This is an optimization exercise on Yosys and OpenROAD, whose aim is small area, a short achievable clock period and few clock cycles, not a production implementation.
The RTL was checked by simulation tests, not by an equivalence proof against the original design.

[design.v]
module ofdmtx_enc (
    input  wire        clk,
    input  wire        rst,
    input  wire        start_valid,
    output wire        start_ready,
    input  wire [7:0]  cfg_rb,      
    input  wire [11:0] cfg_len,     
    input  wire [6:0]  cfg_seed,    
    input  wire        in_valid,
    output wire        in_ready,
    input  wire [7:0]  in_data,
    output wire        out_valid,
    input  wire        out_ready,
    output wire [5:0]  out_data,
    output wire        out_last,
    output wire        out_err
);
    localparam [1:0] S_IDLE = 2'd0, S_FILL = 2'd1, S_OUT = 2'd2, S_ERR = 2'd3;
    reg [1:0]   state;
    reg [7:0]   rb;
    reg [11:0]  len;
    reg [6:0]   scr;         
    reg [6:0]   enc;         
    reg [15:0]  bit_idx;     
    reg [7:0]   sym_bit;     
    reg [7:0]   byte_sr;     
    reg         last_sym;
    reg [3:0]   sc;          
    reg [1:0]   blk;         
    reg [287:0] ibuf;        
    function [2:0] cost;
        input [1:0] code;
        case (code)
            2'd0: cost = 3'd1;
            2'd1: cost = 3'd2;
            2'd2: cost = 3'd4;
            default: cost = 3'd6;
        endcase
    endfunction
    function geom_ok;
        input [4:0] t;
        geom_ok = (t == 5'd4) || (t == 5'd8) || (t == 5'd12) || (t == 5'd16) || (t == 5'd24);
    endfunction
    wire [4:0] cfg_total = {2'b00, cost(cfg_rb[1:0])} + {2'b00, cost(cfg_rb[3:2])}
                         + {2'b00, cost(cfg_rb[5:4])} + {2'b00, cost(cfg_rb[7:6])};
    wire [6:0] cfg_total3 = cfg_total * 3;
    reg [7:0] n_dbps;        
    reg [4:0] ncol;          
    reg [1:0] stride;        
    function [8:0] ilv_pos;
        input [8:0] j;
        input [4:0] c;
        input [1:0] s;
        reg [8:0] q;
        reg [2:0] r, jm, t;
        begin
            q = c * j[3:0] + j[8:4];
            case (s)
                2'd2: ilv_pos = {q[8:1], q[0] ^ j[0]};
                2'd3: begin
                    r  = q % 3;
                    jm = j[3:0] % 3;
                    t  = (r + 3'd3 - jm) % 3;
                    ilv_pos = q - r + t;
                end
                default: ilv_pos = q;
            endcase
        end
    endfunction
    wire [15:0] tail_start = {1'b0, len, 3'b000} + 16'd16;
    wire in_payload = (bit_idx >= 16'd16) && (bit_idx < tail_start);
    wire in_tail    = (bit_idx >= tail_start) && (bit_idx < tail_start + 16'd6);
    wire need_byte  = in_payload && (bit_idx[2:0] == 3'd0);
    wire fill_go    = (state == S_FILL) && !(need_byte && !in_valid);
    wire data_bit = !in_payload ? 1'b0 :
                    need_byte   ? in_data[0] : byte_sr[bit_idx[2:0]];
    wire fb       = scr[6] ^ scr[3];
    wire scr_bit  = in_tail ? 1'b0 : (data_bit ^ fb);
    wire [6:0] enc_next = {enc[5:0], scr_bit};
    wire code_a = ^(enc_next & 7'h6D);
    wire code_b = ^(enc_next & 7'h4F);
    wire [8:0] j0 = {sym_bit, 1'b0};
    wire [8:0] k0 = ilv_pos(j0, ncol, stride);
    wire [8:0] k1 = ilv_pos(j0 + 9'd1, ncol, stride);
    wire sym_end   = (sym_bit == n_dbps - 8'd1);
    wire frame_end = (bit_idx >= {1'b0, len, 3'b000} + 16'd21);
    wire [1:0] cur_code = rb[2*blk +: 2];
    wire [2:0] depth    = cost(cur_code);
    wire [6:0] mask     = (7'd1 << depth) - 7'd1;
    wire out_fire       = out_valid && out_ready;
    assign start_ready = (state == S_IDLE);
    assign in_ready    = (state == S_FILL) && need_byte;
    assign out_valid   = (state == S_OUT) || (state == S_ERR);
    assign out_data    = (state == S_OUT) ? (ibuf[5:0] & mask[5:0]) : 6'd0;
    assign out_last    = (state == S_ERR) || (last_sym && blk == 2'd3 && sc == 4'd11);
    assign out_err     = (state == S_ERR);
    always @(posedge clk) begin
        if (rst) begin
            state    <= S_IDLE;
            rb       <= 8'd0;
            n_dbps   <= 8'd0;
            ncol     <= 5'd0;
            stride   <= 2'd0;
            len      <= 12'd0;
            scr      <= 7'd0;
            enc      <= 7'd0;
            bit_idx  <= 16'd0;
            sym_bit  <= 8'd0;
            byte_sr  <= 8'd0;
            last_sym <= 1'b0;
            sc       <= 4'd0;
            blk      <= 2'd0;
        end else begin
            case (state)
                S_IDLE: if (start_valid) begin
                    rb      <= cfg_rb;
                    n_dbps  <= cfg_total * 6;
                    ncol    <= cfg_total3[6:2];
                    stride  <= (cfg_total == 5'd24) ? 2'd3 : (cfg_total == 5'd16) ? 2'd2 : 2'd1;
                    len     <= cfg_len;
                    scr     <= cfg_seed;
                    enc     <= 7'd0;
                    bit_idx <= 16'd0;
                    sym_bit <= 8'd0;
                    state   <= geom_ok(cfg_total) ? S_FILL : S_ERR;
                end
                S_FILL: if (fill_go) begin
                    if (need_byte)
                        byte_sr <= in_data;
                    scr          <= {scr[5:0], fb};
                    enc          <= enc_next;
                    ibuf[k0]     <= code_a;
                    ibuf[k1]     <= code_b;
                    bit_idx      <= bit_idx + 16'd1;
                    if (sym_end) begin
                        sym_bit  <= 8'd0;
                        last_sym <= frame_end;
                        sc       <= 4'd0;
                        blk      <= 2'd0;
                        state    <= S_OUT;
                    end else begin
                        sym_bit  <= sym_bit + 8'd1;
                    end
                end
                S_OUT: if (out_fire) begin
                    ibuf <= ibuf >> depth;
                    if (sc == 4'd11) begin
                        sc  <= 4'd0;
                        blk <= blk + 2'd1;
                        if (blk == 2'd3)
                            state <= last_sym ? S_IDLE : S_FILL;
                    end else begin
                        sc <= sc + 4'd1;
                    end
                end
                default: if (out_fire) state <= S_IDLE;
            endcase
        end
    end
endmodule
[config.mk]
export PLATFORM = sky130hd
export DESIGN_NAME = ofdmtx_enc
export DESIGN_NICKNAME = ofdmtx_enc
export VERILOG_FILES = /design/flow/design.v
export SDC_FILE = /design/flow/constraint.sdc
export NUM_CORES = 4
export LEC_CHECK = 0
export CAP_MARGIN = 20
export CORE_MARGIN = 2
export CORE_UTILIZATION = 40
export SLEW_MARGIN = 20
[run.sh]
#!/bin/bash
# synth_recipe.tcl (not shown) runs the flow's synth.tcl, then flattens the netlist and writes it again
# the make line also repeats each setting of config.mk as NAME=value (left out here)
make -C /OpenROAD-flow-scripts/flow DESIGN_CONFIG=/design/flow/config.mk WORK_HOME=/design/flow/orfs CLKGATE_MAP_FILE= SYNTH_SCRIPT=/design/flow/synth_recipe.tcl finish
[constraint.sdc]
create_clock -name core_clock -period 20.0 [get_ports {clk}]
set_input_delay 4.0000 -clock core_clock [delete_from_list [all_inputs] [get_ports {clk}]]
set_output_delay 4.0000 -clock core_clock [all_outputs]
set_load 0.01 [all_outputs]
==> run notes <==
[worst paths after layout]
kind,from,end,cells after the start
max,ncol[0],ibuf[166],70
min,rb[5],rb[5],2
max reg2reg,ncol[0],ibuf[166],70
min reg2reg,rb[5],rb[5],2
[through the flow]
| stage | worst slack (ns) | std cells | instance area (µm²) |
|---|---|---|---|
| after floorplan | 2.20 | 5296 | 38800 |
| after global placement | 0.862 | 6324 | 40500 |
| after detailed placement | 0.417 | 6324 | 40500 |
| after CTS | 0.348 | 6407 | 42000 |
| after global routing | -0.0254 | 6411 | 42300 |
| final | 1.14 | 6412 | 42300 |
[metal layers]
| metal | up-vias | wire length [µm] | GRT usage |
|---|---|---|---|
| li1 | 19400 | - | - |
| met1 | 20100 | 64200 | 0.417 |
| met2 | 2635 | 68400 | 0.470 |
| met3 | 518 | 18500 | 0.0741 |
| met4 | 2 | 8510 | 0.144 |
| met5 | - | 104 | 0.00758 |
[placed cells by master, fill, tap and decap left out, types with 113 or more instances in the layout]
master / instances
nand2_1: 672
nor2_1: 652
o21ai_0: 551
a21oi_1: 339
edfxtp_1: 288
nor3_1: 241
o211ai_1: 145
buf_4: 141
nand3_1: 132
ha_1: 122
a221oi_1: 118
inv_1: 113
[cell families after synthesis]
kind of cell | count (synthesis)
compound gates | 1852
xor+xnor | 123
fa+ha+maj | 152
buf+inv | 565
flops | 371
mux | 125
simple gates | 2108
[cell type report]
cell class	instances	share of cell area
Clock inverter	18	0.00326
Antenna cell	1	0.0000592
Clock buffer	65	0.0324
Multi-Input combinational cell	4360	0.632
Timing Repair Buffer	198	0.0395
Sequential cell	371	0.244
Inverter	123	0.0110
Tap cell	1276	0.0378
[registers in the layout (all words and copies together), names as in the netlist]
signal	cells
state	2
n_dbps	2
byte_sr	8
rb	8
len	12
enc	6
stride	2
sc	4
bit_idx	16
ibuf	288
scr	7
ncol	5
last_sym	1
sym_bit	8
blk	2
[what timing repair did]
action | in CTS | in global routing
setup buffers | 0 | 3
endpoints found under the setup margin | 0 | 287
hold buffers | 0 | 0
gates resized for setup | 0 | 47
[critical path, delay by kind of cell (launching register included)]
kind                     cells  cell delay [ns]
AO/OA/AOI/OAI               17             3.70
adder cells (fa/ha/maj)     15             4.94
AND/OR/NAND/NOR             23             6.59
flip-flops                   1             0.53
multiplexers                 4             1.17
XOR/XNOR                     4             1.19
buffers and inverters        7             0.49
==> results.json <==
{
  "grt_pass1_wl_um": 242000,
  "wirelength_um": 160000,
  "end_kind": "register",
  "synth.area.top_cells": "edfxtp_1 22%, o21ai_0 7.1%, nand2_1 6.6%",
  "cts_root_buf": "clkbuf_16",
  "utilization": 0.438,
  "synth-seq-cells": 371,
  "num-fill-cells": 9979,
  "synthArstFlopShare": 0,
  "drt_iter0_markers": 5989,
  "crit_required_ns": 20.38,
  "synth_top_family_by_area": "compound AO/OA/AOI/OAI gates",
  "tns_ns": 0,
  "ys_types": 113,
  "layout-drive-gt1-share": 0.0800,
  "start_util": 0.402,
  "critPathLaunchType": "register",
  "synthCells": 5296,
  "hold_viol_final": 0,
  "io_pins": 51,
  "syn_area_um2": 38800,
  "cts_sinks": 371,
  "insertion_delay_ns": 0.63,
  "nets": 5293,
  "cpMaxStageDelayCell": "xor2_1",
  "setup_viol": 0,
  "min_period_over_period": 0.943,
  "grt_max_degree": 191,
  "vias": 42600,
  "regArea_um2": 10300,
  "cap_violations": 0,
  "cts_buffer_depth": 3,
  "clock.fmax_mhz": 53.0,
  "synthMuxAreaShare": 0.0358,
  "grt_pass1_vias": 39300,
  "worst_ep_arrival_time_ns": 19.23,
  "syn_area_per_cell_um2": 7.32,
  "first_pass_iters": 7,
  "hp-class": "reg -> reg",
  "syn_nets": 5488,
  "worst_slew_pin_slew_ns": 1.20,
  "place_congestion": 0.991,
  "yosys.area.top_type": "edfxtp_1",
  "drc_errors": 0,
  "grt_usage": 0.311,
  "place_hpwl_um": 106000,
  "synth_top_area_frac": 0.223,
  "critPathMaxFanout": 9,
  "h-tree-depth": 2,
  "synth_warnings": 1,
  "period_minus_slack_ns": 18.86,
  "skew_ns": 0.0195,
  "synthToLayoutAreaGrowth_pct": 8.99,
  "antenna_left": 0,
  "row_count": 114,
  "synthSimpleGateAreaFrac": 0.244,
  "avgRoutedWirePerCell_um": 24.9,
  "r2r_setup_slack_ns": 1.14,
  "worstSetupPathType": "reg -> reg",
  "antenna_found_initial": 0,
  "fp.dieArea_um2": 99500,
  "cpPeakStageDelay_ns": 0.71,
  "clk_pin_slew_ns": 0.06,
  "core_region_area_um2": 96400,
  "ys.flop_type": "edfxtp_1",
  "synth_fa_ha_area_frac": 0.0545,
  "whs_ns": 0.455,
  "yosys-top-cells-count": "679 x nand2_1, 679 x nor2_1, 554 x o21ai_0",
  "critPathMostFrequentCell": "ha_1",
  "die_h_um": 315,
  "max_slew_margin": 0.203,
  "via_per_inst": 6.65,
  "finalMaxSlewViolations": 0,
  "fp.dieW_um": 315,
  "cts_made_buffers": 47,
  "synth_compound_area_frac": 0.317,
  "ys_seq_area_frac": 0.266,
  "portBuffers": 50,
  "cts_tree": "built",
  "multiInputGateArea_um2": 26700,
  "overflow": 0,
  "synth_xor_area_frac": 0.0285,
  "synth_edf_count": 288,
  "status": "finished clean"
}
Testbench counts, summed over its fixed seeds: cycles 165,440.

## re-timing with driven ports
The flow's constraints put no driver on any port. The routed layout listed below was extracted and timed again, unchanged, in two steps.
Step 1: set_driving_cell puts a clkbuf_16 on clk and a buf_2 on each other input, an assumption about the parent block.
Step 2 adds t to the input delays and takes it off the output delays; t is the mean of the earliest and latest rising clock arrival at the registers after step 1. Input paths then give back, and output paths get back, about the clock's delay inside the block.
Slacks: no drivers / after step 1 / after step 2; pairs: no drivers / after step 1.
t, ns: 0.691
setup slack, ns: 1.145 / 1.145 / 1.145
worst setup path at the end: register to register
worst register clock-pin slew, ns: 0.07 / 0.07
After both steps this run still meets setup and hold. The setup slack of this run moves by 0.000 ns with the drivers and by 0.000 ns with both steps.
